This is an optimization exercise on Yosys and OpenROAD, whose aim is small area, a short achievable clock period and few clock cycles per item, not a production implementation.
Where RTL was checked, it was by simulation tests only, not by an equivalence proof against the original.
No activity file was given, so power comes from the tool's default toggle rates.

== run a ==
==> flow/design.v <==
module pcmon_decoder (
    input  wire       clk,
    input  wire       rst_n,
    input  wire       byte_valid,
    input  wire [7:0] byte_in,
    input  wire       shift_ext,
    output wire       fin,           
    output wire       len0,          
    output wire [1:0] kind_o,
    output wire       ok_o,          
    output wire [5:0] q0,
    output wire [7:0] q5,
    output wire [7:0] q6,
    output wire [7:0] q7
);
    reg       await_len;
    reg [5:0] rem;           
    reg [1:0] kind;
    reg       ok;
    reg [5:0] r0, r1, r2, r3, r4;
    reg [7:0] r5, r6, r7;
    wire accum = |rem;
    wire [5:0] h5  = (r5[7:2] > 6'd54) ? 6'd54 : r5[7:2];
    wire [5:0] top5 = (h5 == 6'd0) ? 6'd63 : 6'd62 - h5;
    assign fin    = rem == 6'd1;
    assign len0   = await_len & (byte_in == 8'd0);
    assign kind_o = kind;
    assign ok_o   = ok;
    assign q0 = r0;
    assign q5 = r5;
    assign q6 = r6;
    assign q7 = r7;
    always @(posedge clk) begin
        if ((byte_valid & accum) | shift_ext) begin
            r0 <= r1;
            r1 <= r2;
            r2 <= r3;
            r3 <= r4;
            r4 <= top5;
            r5 <= r6;
            r6 <= r7;
            r7 <= byte_in;
        end
    end
    wire take_len = byte_valid & ~accum & await_len & (byte_in <= 8'd32);
    always @(posedge clk) begin
        if (!rst_n) begin
            await_len <= 1'b0;
            rem       <= 6'd0;
        end else begin
            if (accum)
                rem <= byte_valid ? rem - 6'd1 : rem;
            else
                rem <= take_len ? byte_in[5:0] : 6'd0;
            if (byte_valid & ~accum)
                await_len <= ~await_len & (byte_in[7:2] == 6'd0);
        end
    end
    always @(posedge clk) begin
        if (byte_valid & ~accum) begin
            if (await_len)
                ok   <= (kind == 2'd0) ||
                        (kind == 2'd1 && byte_in == 8'd4) ||
                        (kind == 2'd2 && byte_in == 8'd2) ||
                        (kind == 2'd3 && byte_in == 8'd8);
            else
                kind <= byte_in[1:0];
        end
    end
endmodule
module pcmon_render (
    input  wire        clk,
    input  wire        rst_n,
    input  wire        start,         
    input  wire [5:0]  q0,            
    output wire        qshift,        
    output reg         idle,          
    output reg         pix_valid,
    output reg  [6:0]  pix_x,
    output reg  [5:0]  pix_y,
    output reg         pix_on,
    output wire        pix_flush,
    input  wire        pix_ready
);
    localparam [1:0] S_STARTUP = 2'd0;
    localparam [1:0] S_GLYPH   = 2'd1;
    localparam [1:0] S_BAR     = 2'd2;
    localparam [1:0] S_FLUSH   = 2'd3;
    reg [1:0] state;
    reg       lcol;        
    reg       lpix;        
    reg       glyph;       
    reg [2:0] k;           
    reg [5:0] t0, t1, t2, t3, t4, t5, t6, t7;
    reg [6:0] x0_nxt;
    always @(*) begin
        case (k[2:0])
            3'd0: x0_nxt = 7'd4;
            3'd1: x0_nxt = 7'd24;
            3'd2: x0_nxt = 7'd44;
            3'd3: x0_nxt = 7'd64;
            3'd4: x0_nxt = 7'd86;
            3'd5: x0_nxt = 7'd106;
            3'd6: x0_nxt = 7'd90;
            default: x0_nxt = 7'd110;
        endcase
    end
    reg [6:0] x0_cur;
    reg       xp_cur;
    always @(*) begin
        case (k[2:0])
            3'd1: begin x0_cur = 7'd4;   xp_cur = pix_x[4] & pix_x[1] & ~pix_x[0];            end  
            3'd2: begin x0_cur = 7'd24;  xp_cur = pix_x[5] & pix_x[2] & pix_x[1] & ~pix_x[0]; end  
            3'd3: begin x0_cur = 7'd44;  xp_cur = pix_x[4] & pix_x[3] & pix_x[1] & ~pix_x[0]; end  
            3'd4: begin x0_cur = 7'd64;  xp_cur = pix_x[3] & pix_x[2] & pix_x[1] & ~pix_x[0]; end  
            3'd5: begin x0_cur = 7'd86;  xp_cur = pix_x[3] & ~pix_x[0];                       end  
            3'd6: begin x0_cur = 7'd106; xp_cur = pix_x[2] & ~pix_x[0];                       end  
            3'd7: begin x0_cur = 7'd90;  xp_cur = pix_x[5] & pix_x[2] & ~pix_x[0];            end  
            default: begin x0_cur = 7'd110; xp_cur = pix_x[4] & pix_x[3] & ~pix_x[0];         end  
        endcase
    end
    wire label_x = (pix_x >= 7'd6   && pix_x <= 7'd17)  ||
                   (pix_x >= 7'd26  && pix_x <= 7'd37)  ||
                   (pix_x >= 7'd46  && pix_x <= 7'd57)  ||
                   (pix_x >= 7'd66  && pix_x <= 7'd77)  ||
                   (pix_x >= 7'd86  && pix_x <= 7'd101) ||
                   (pix_x >= 7'd106 && pix_x <= 7'd119);
    wire startup_on_next = (pix_x == 7'd0) || (pix_x == 7'd127) ||
                           (pix_y == 6'd62) || (pix_y == 6'd63) ||
                           ((pix_y == 6'd3) && label_x);
    wire grow = q0 < t0;
    wire same = q0 == t0;
    wire adv  = pix_ready | ~pix_valid;
    wire last_row = pix_on ? (pix_y == t7) : (pix_y + 6'd1 == t7);
    wire gl_col   = pix_x[1] & pix_x[0];                   
    wire [6:0] x_inc = pix_x + 7'd1;
    wire st_su  = state == S_STARTUP;
    wire st_gl  = state == S_GLYPH;
    wire st_bar = state == S_BAR;
    assign pix_flush = state == S_FLUSH;
    wire go     = ~idle & adv & ~pix_flush;                
    wire c_go   = idle & start;                           
    wire c_end  = ~idle & adv & pix_flush;                 
    wire c_nb   = go & (lpix | (st_bar & ~pix_valid));    
    wire c_fl   = c_nb & st_bar & (k == 3'd0);            
    wire c_bs   = c_nb & ~c_fl;                           
    wire c_su   = go & st_su;                             
    wire c_sux  = c_su & (pix_y == 6'd63);                
    wire c_gl   = go & st_gl & ~lpix;
    wire c_glc  = c_gl & gl_col & ~(&pix_y[2:0]);           
    wire c_glt  = c_gl & gl_col & (&pix_y[2:0]);            
    wire c_glr  = c_gl & ~gl_col;                         
    wire [6:0] x_gl = pix_x[1] ? 7'd124 : x_inc;          
    wire c_bar  = go & st_bar & pix_valid & ~lpix;
    wire c_row  = c_bar & lcol;                           
    wire c_col  = c_bar & ~lcol;                          
    wire rot     = c_bs;
    wire startup = ~idle & st_su;
    assign qshift = rot;
    always @(posedge clk) begin
        if (rot | startup) begin
            t0 <= t1;
            t1 <= t2;
            t2 <= t3;
            t3 <= t4;
            t4 <= t5;
            t5 <= t6;
            t6 <= t7;
            t7 <= startup ? 6'd63 : q0;
        end
    end
    wire [5:0] y_inc = pix_y + 6'd1;
    wire [5:0] y_dec = pix_y - 6'd1;
    wire [5:0] y_bs  = grow ? t0 - 6'd1 : t0;
    wire x_hold = ~(c_go | c_bs | c_sux | c_glt | c_glr | c_row | c_col);
    wire y_hold = ~(c_go | c_bs | c_su | c_glc | c_glt | c_row);
    always @(posedge clk) begin
        if (!rst_n) begin
            pix_x <= 7'd0;
            pix_y <= 6'd0;
        end else begin
            pix_x <= ({7{c_sux | c_col}} & x_inc) |
                     ({7{c_glr}} & x_gl) |
                     ({7{c_go}}  & 7'd123) |
                     ({7{c_glt}} & 7'd121) |
                     ({7{c_bs}}  & x0_nxt) |
                     ({7{c_row}} & x0_cur) |
                     ({7{x_hold}} & pix_x);
            pix_y <= ({6{c_su | c_glc | (c_row & ~pix_on)}} & y_inc) |
                     ({6{c_row & pix_on}} & y_dec) |
                     ({6{c_go}}  & 6'd1) |
                     ({6{c_glt}} & 6'd4) |
                     ({6{c_bs}}  & y_bs) |
                     ({6{y_hold}} & pix_y);
        end
    end
    always @(posedge clk) begin
        if (!rst_n) begin
            idle      <= 1'b0;
            state     <= S_STARTUP;
            pix_valid <= 1'b1;
            pix_on    <= 1'b1;
            k         <= 3'd0;
            lpix      <= 1'b0;
            glyph     <= 1'b0;
        end else begin
            if (c_go)
                glyph <= ~glyph;
            if (c_go | c_end)
                idle <= c_end;
            if (c_go | c_end)
                state <= S_GLYPH;
            else if (c_fl | (c_sux & (pix_x == 7'd127)))
                state <= S_FLUSH;
            else if (c_nb)
                state <= S_BAR;
            if (c_go | c_end | c_nb)
                pix_valid <= c_go | c_fl | (c_bs & ~same);
            if (c_bs)
                k <= k + 3'd1;
            if (c_go)
                pix_on <= glyph;
            else if (c_su)
                pix_on <= startup_on_next;
            else if (c_glc)
                pix_on <= ~glyph | (~pix_y[2] & pix_y[1] & pix_y[0]);    
            else if (c_glt)
                pix_on <= glyph;
            else if (c_bs)
                pix_on <= grow;
            if (go) begin
                lcol <= c_col & xp_cur;
                lpix <= (c_col & xp_cur & last_row) | (c_glr & pix_x[2] & ~pix_x[0]);    
            end
        end
    end
endmodule
module pcmon_top (
    input  wire       clk,
    input  wire       rst_n,        
    input  wire       rst_in_n,     
    input  wire       rx_valid,
    input  wire       rx_err,
    input  wire [7:0] rx_data,
    output wire       rx_ready,
    output reg  [7:0] duty1,
    output reg  [7:0] duty2,
    output reg  [7:0] duty3,
    output reg  [7:0] duty4,
    output reg        net_tx,
    output reg        net_rx,
    output reg        act,
    output wire       busy,
    output wire       pix_valid,
    output wire [6:0] pix_x,
    output wire [5:0] pix_y,
    output wire       pix_on,
    output wire       pix_flush,
    input  wire       pix_ready
);
    localparam [1:0] K_RESET  = 2'd0;
    localparam [1:0] K_SETIND = 2'd1;
    localparam [1:0] K_NET    = 2'd2;
    localparam [1:0] K_RENDER = 2'd3;
    wire        idle;
    wire        svc       = idle;
    assign      busy      = ~idle;
    assign      rx_ready  = svc & rst_in_n;
    wire        byte_take = rx_ready & rx_valid & ~rx_err;
    wire        fin, len0, ok;
    wire [1:0]  kind;
    wire        qshift;
    wire [5:0]  q0;
    wire [7:0]  q5, q6, q7;
    pcmon_decoder u_dec (
        .clk       (clk),
        .rst_n     (rst_n),
        .byte_valid(byte_take),
        .byte_in   (rx_data),
        .shift_ext (qshift),
        .fin       (fin),
        .len0      (len0),
        .kind_o    (kind),
        .ok_o      (ok),
        .q0        (q0),
        .q5        (q5),
        .q6        (q6),
        .q7        (q7)
    );
    wire fin_render = fin & ok & (kind == K_RENDER);
    wire fin_setind = fin & ok & (kind == K_SETIND);
    wire fin_net    = fin & ok & (kind == K_NET);
    wire fin_reset  = (fin | len0) & (kind == K_RESET);
    wire render_start = byte_take & fin_render;
    pcmon_render u_render (
        .clk       (clk),
        .rst_n     (rst_n),
        .start     (render_start),
        .q0        (q0),
        .qshift    (qshift),
        .idle      (idle),
        .pix_valid (pix_valid),
        .pix_x     (pix_x),
        .pix_y     (pix_y),
        .pix_on    (pix_on),
        .pix_flush (pix_flush),
        .pix_ready (pix_ready)
    );
    wire clr_duty = ~rst_in_n | (rx_valid & ~rx_err & fin_reset);
    wire ld_duty  = byte_take & fin_setind;
    wire clr_net  = ~rst_in_n;
    wire ld_net   = byte_take & fin_net;
    wire svc_on  = rst_n & svc;
    wire d_ld    = svc_on & ld_duty;
    wire d_hold  = ~(svc_on & (clr_duty | ld_duty)) & rst_n;
    wire n_ld    = svc_on & ld_net;
    wire n_hold  = ~(svc_on & (clr_net | ld_net)) & rst_n;
    always @(posedge clk) begin
        duty1  <= ({8{d_ld}} & q5)      | ({8{d_hold}} & duty1);
        duty2  <= ({8{d_ld}} & q6)      | ({8{d_hold}} & duty2);
        duty3  <= ({8{d_ld}} & q7)      | ({8{d_hold}} & duty3);
        duty4  <= ({8{d_ld}} & rx_data) | ({8{d_hold}} & duty4);
        net_tx <= (n_ld & (q7 != 8'd0))      | (n_hold & net_tx);
        net_rx <= (n_ld & (rx_data != 8'd0)) | (n_hold & net_rx);
        act    <= rst_n & (svc ? byte_take : act);
    end
endmodule
==> flow/config.mk <==
export PLATFORM = sky130hd
export DESIGN_NAME = pcmon_top
export DESIGN_NICKNAME = pcmon_top
export VERILOG_FILES = /design/flow/design.v
export SDC_FILE = /design/flow/constraint.sdc
export NUM_CORES = 4
export LEC_CHECK = 0
export CAP_MARGIN = 20
export CORE_MARGIN = 2
export CORE_UTILIZATION = 40
export SETUP_SLACK_MARGIN = 4.3
export SLEW_MARGIN = 20
==> flow/constraint.sdc <==
create_clock -name core_clock -period 7.5 [get_ports {clk}]
set_input_delay 1.5000 -clock core_clock [delete_from_list [all_inputs] [get_ports {clk}]]
set_output_delay 1.5000 -clock core_clock [all_outputs]
set_load 0.01 [all_outputs]
standard.sh (not shown) runs the stock make flow with config.mk's settings and CLKGATE_MAP_FILE= SYNTH_SCRIPT=/design/flow/synth_recipe.tcl, a recipe that flattens the netlist after the stock synthesis.
==> flow/flow/run.sh <==
#!/bin/bash
# The standard layout, with every port buffered by a plain sky130 buffer
# (buf_1) instead of the delay buffer buffer_ports picks by itself, and a
# clock tree of clkbuf_4/clkbuf_8 cells without dummy loads.
set -euo pipefail
export BUFFER_PORTS_ARGS="-buffer_cell sky130_fd_sc_hd__buf_1"
export CTS_ARGS="-sink_clustering_enable -repair_clock_nets -sink_clustering_size 30 -sink_clustering_max_diameter 100 -buf_list {sky130_fd_sc_hd__clkbuf_8} -root_buf sky130_fd_sc_hd__clkbuf_8 -dont_use_dummy_load"
bash standard.sh > standard.log 2>&1
Modified inputs, run b compared to run a
diff --git a/flow/design.v b/flow/design.v
--- a/flow/design.v
+++ b/flow/design.v
@@ -45,27 +45,23 @@
     wire take_len = byte_valid & ~accum & await_len & (byte_in <= 8'd32);
     always @(posedge clk) begin
         if (!rst_n) begin
             await_len <= 1'b0;
             rem       <= 6'd0;
         end else begin
-            if (accum)
-                rem <= byte_valid ? rem - 6'd1 : rem;
-            else
-                rem <= take_len ? byte_in[5:0] : 6'd0;
+            if (byte_valid)
+                rem <= accum ? rem - 6'd1 : (take_len ? byte_in[5:0] : 6'd0);
             if (byte_valid & ~accum)
                 await_len <= ~await_len & (byte_in[7:2] == 6'd0);
         end
     end
     always @(posedge clk) begin
         if (byte_valid & ~accum) begin
             if (await_len)
                 ok   <= (kind == 2'd0) ||
-                        (kind == 2'd1 && byte_in == 8'd4) ||
-                        (kind == 2'd2 && byte_in == 8'd2) ||
-                        (kind == 2'd3 && byte_in == 8'd8);
+                        (byte_in == {4'd0, kind == 2'd3, kind == 2'd1, kind == 2'd2, 1'b0});
             else
                 kind <= byte_in[1:0];
         end
     end
 endmodule
 module pcmon_render (
@@ -89,45 +85,28 @@
     reg [1:0] state;
     reg       lcol;        
     reg       lpix;        
     reg       glyph;       
     reg [2:0] k;           
     reg [5:0] t0, t1, t2, t3, t4, t5, t6, t7;
-    reg [6:0] x0_nxt;
-    always @(*) begin
-        case (k[2:0])
-            3'd0: x0_nxt = 7'd4;
-            3'd1: x0_nxt = 7'd24;
-            3'd2: x0_nxt = 7'd44;
-            3'd3: x0_nxt = 7'd64;
-            3'd4: x0_nxt = 7'd86;
-            3'd5: x0_nxt = 7'd106;
-            3'd6: x0_nxt = 7'd90;
-            default: x0_nxt = 7'd110;
-        endcase
-    end
-    reg [6:0] x0_cur;
+    reg [6:0] x0;
     reg       xp_cur;
     always @(*) begin
         case (k[2:0])
-            3'd1: begin x0_cur = 7'd4;   xp_cur = pix_x[4] & pix_x[1] & ~pix_x[0];            end  
-            3'd2: begin x0_cur = 7'd24;  xp_cur = pix_x[5] & pix_x[2] & pix_x[1] & ~pix_x[0]; end  
-            3'd3: begin x0_cur = 7'd44;  xp_cur = pix_x[4] & pix_x[3] & pix_x[1] & ~pix_x[0]; end  
-            3'd4: begin x0_cur = 7'd64;  xp_cur = pix_x[3] & pix_x[2] & pix_x[1] & ~pix_x[0]; end  
-            3'd5: begin x0_cur = 7'd86;  xp_cur = pix_x[3] & ~pix_x[0];                       end  
-            3'd6: begin x0_cur = 7'd106; xp_cur = pix_x[2] & ~pix_x[0];                       end  
-            3'd7: begin x0_cur = 7'd90;  xp_cur = pix_x[5] & pix_x[2] & ~pix_x[0];            end  
-            default: begin x0_cur = 7'd110; xp_cur = pix_x[4] & pix_x[3] & ~pix_x[0];         end  
+            3'd0: begin x0 = 7'd4;   xp_cur = pix_x[4] & pix_x[1] & ~pix_x[0];            end  
+            3'd1: begin x0 = 7'd24;  xp_cur = pix_x[5] & pix_x[2] & pix_x[1] & ~pix_x[0]; end  
+            3'd2: begin x0 = 7'd44;  xp_cur = pix_x[4] & pix_x[3] & pix_x[1] & ~pix_x[0]; end  
+            3'd3: begin x0 = 7'd64;  xp_cur = pix_x[3] & pix_x[2] & pix_x[1] & ~pix_x[0]; end  
+            3'd4: begin x0 = 7'd86;  xp_cur = pix_x[3] & ~pix_x[0];                       end  
+            3'd5: begin x0 = 7'd106; xp_cur = pix_x[2] & ~pix_x[0];                       end  
+            3'd6: begin x0 = 7'd90;  xp_cur = pix_x[5] & pix_x[2] & ~pix_x[0];            end  
+            default: begin x0 = 7'd110; xp_cur = pix_x[4] & pix_x[3] & ~pix_x[0];         end  
         endcase
     end
-    wire label_x = (pix_x >= 7'd6   && pix_x <= 7'd17)  ||
-                   (pix_x >= 7'd26  && pix_x <= 7'd37)  ||
-                   (pix_x >= 7'd46  && pix_x <= 7'd57)  ||
-                   (pix_x >= 7'd66  && pix_x <= 7'd77)  ||
-                   (pix_x >= 7'd86  && pix_x <= 7'd101) ||
-                   (pix_x >= 7'd106 && pix_x <= 7'd119);
+    localparam [127:0] LABEL = 128'h00fffc3fffc03ffc03ffc03ffc03ffc0;
+    wire label_x = LABEL[pix_x];
     wire startup_on_next = (pix_x == 7'd0) || (pix_x == 7'd127) ||
                            (pix_y == 6'd62) || (pix_y == 6'd63) ||
                            ((pix_y == 6'd3) && label_x);
     wire grow = q0 < t0;
     wire same = q0 == t0;
     wire adv  = pix_ready | ~pix_valid;
@@ -180,14 +159,13 @@
             pix_y <= 6'd0;
         end else begin
             pix_x <= ({7{c_sux | c_col}} & x_inc) |
                      ({7{c_glr}} & x_gl) |
                      ({7{c_go}}  & 7'd123) |
                      ({7{c_glt}} & 7'd121) |
-                     ({7{c_bs}}  & x0_nxt) |
-                     ({7{c_row}} & x0_cur) |
+                     ({7{c_bs | c_row}} & x0) |
                      ({7{x_hold}} & pix_x);
             pix_y <= ({6{c_su | c_glc | (c_row & ~pix_on)}} & y_inc) |
                      ({6{c_row & pix_on}} & y_dec) |
                      ({6{c_go}}  & 6'd1) |
                      ({6{c_glt}} & 6'd4) |
                      ({6{c_bs}}  & y_bs) |
@@ -213,13 +191,13 @@
             else if (c_fl | (c_sux & (pix_x == 7'd127)))
                 state <= S_FLUSH;
             else if (c_nb)
                 state <= S_BAR;
             if (c_go | c_end | c_nb)
                 pix_valid <= c_go | c_fl | (c_bs & ~same);
-            if (c_bs)
+            if ((c_bs & same) | (c_col & xp_cur & last_row))
                 k <= k + 3'd1;
             if (c_go)
                 pix_on <= glyph;
             else if (c_su)
                 pix_on <= startup_on_next;
             else if (c_glc)
--- outcome ---
Run b reached the final stage; the timing, design-rule and antenna checks on its layout passed.
Total wire length after detailed routing, run b vs run a: down by a few percent
Run a has a higher relative contribution of the clock network to total power than run b.
Higher switching power as a share of total power goes to run a over run b.
In the reports for run b and run a, the larger switching component of the power belongs to run a.
Multi-input gate share of the layout cell area was lower in the run labelled run b.
When the final numbers for run b and run a were put side by side, the met2 routed wirelength turned out to be greater in run a.
Run b against run a: design area went down 360 µm²; via density per instance went up 0.068.
Clock power down about 1% in run b wrt run a
Compared with run a, run b shows number of non-clock buffers that has gone down by a few percent.
Testbench counts of run b, summed over its fixed seeds: cycles 133,748, frames 384.
The RTL of run a was laid out without a check of its function.

what the ideal ports hide:
In the flow no input, the clock included, has a driving cell. The finished layouts below were timed again as built, in two steps. Step 1 sets driving cells, clkbuf_16 on the clock port and buf_2 on the other inputs (assumed; they add their load-dependent delay and slew). Step 2, shift: input delay + t, output delay - t, t = (earliest + latest rising clock arrival at the registers) / 2. This alone moves slack from input paths to output paths. Slacks: ideal / step 1 / step 2; pairs: ideal / step 1.
| run | t, ns | setup slack, ns | latest minus earliest clock arrival (ns) | worst register clock-pin slew, ns | worst data-port slew with drivers (ns) |
|---|---|---|---|---|---|
| run a | 0.473 | 4.139 / 4.107 / 3.993 | 0.040 / 0.039 | 0.09 / 0.09 | 0.04 |
| run b | 0.466 | 4.137 / 4.105 / 3.945 | 0.037 / 0.037 | 0.09 / 0.09 | 0.04 |
After both steps every run listed still meets setup and hold. The setup slack of run b, which loses most, moves by -0.032 ns with the drivers and by -0.192 ns with both steps.
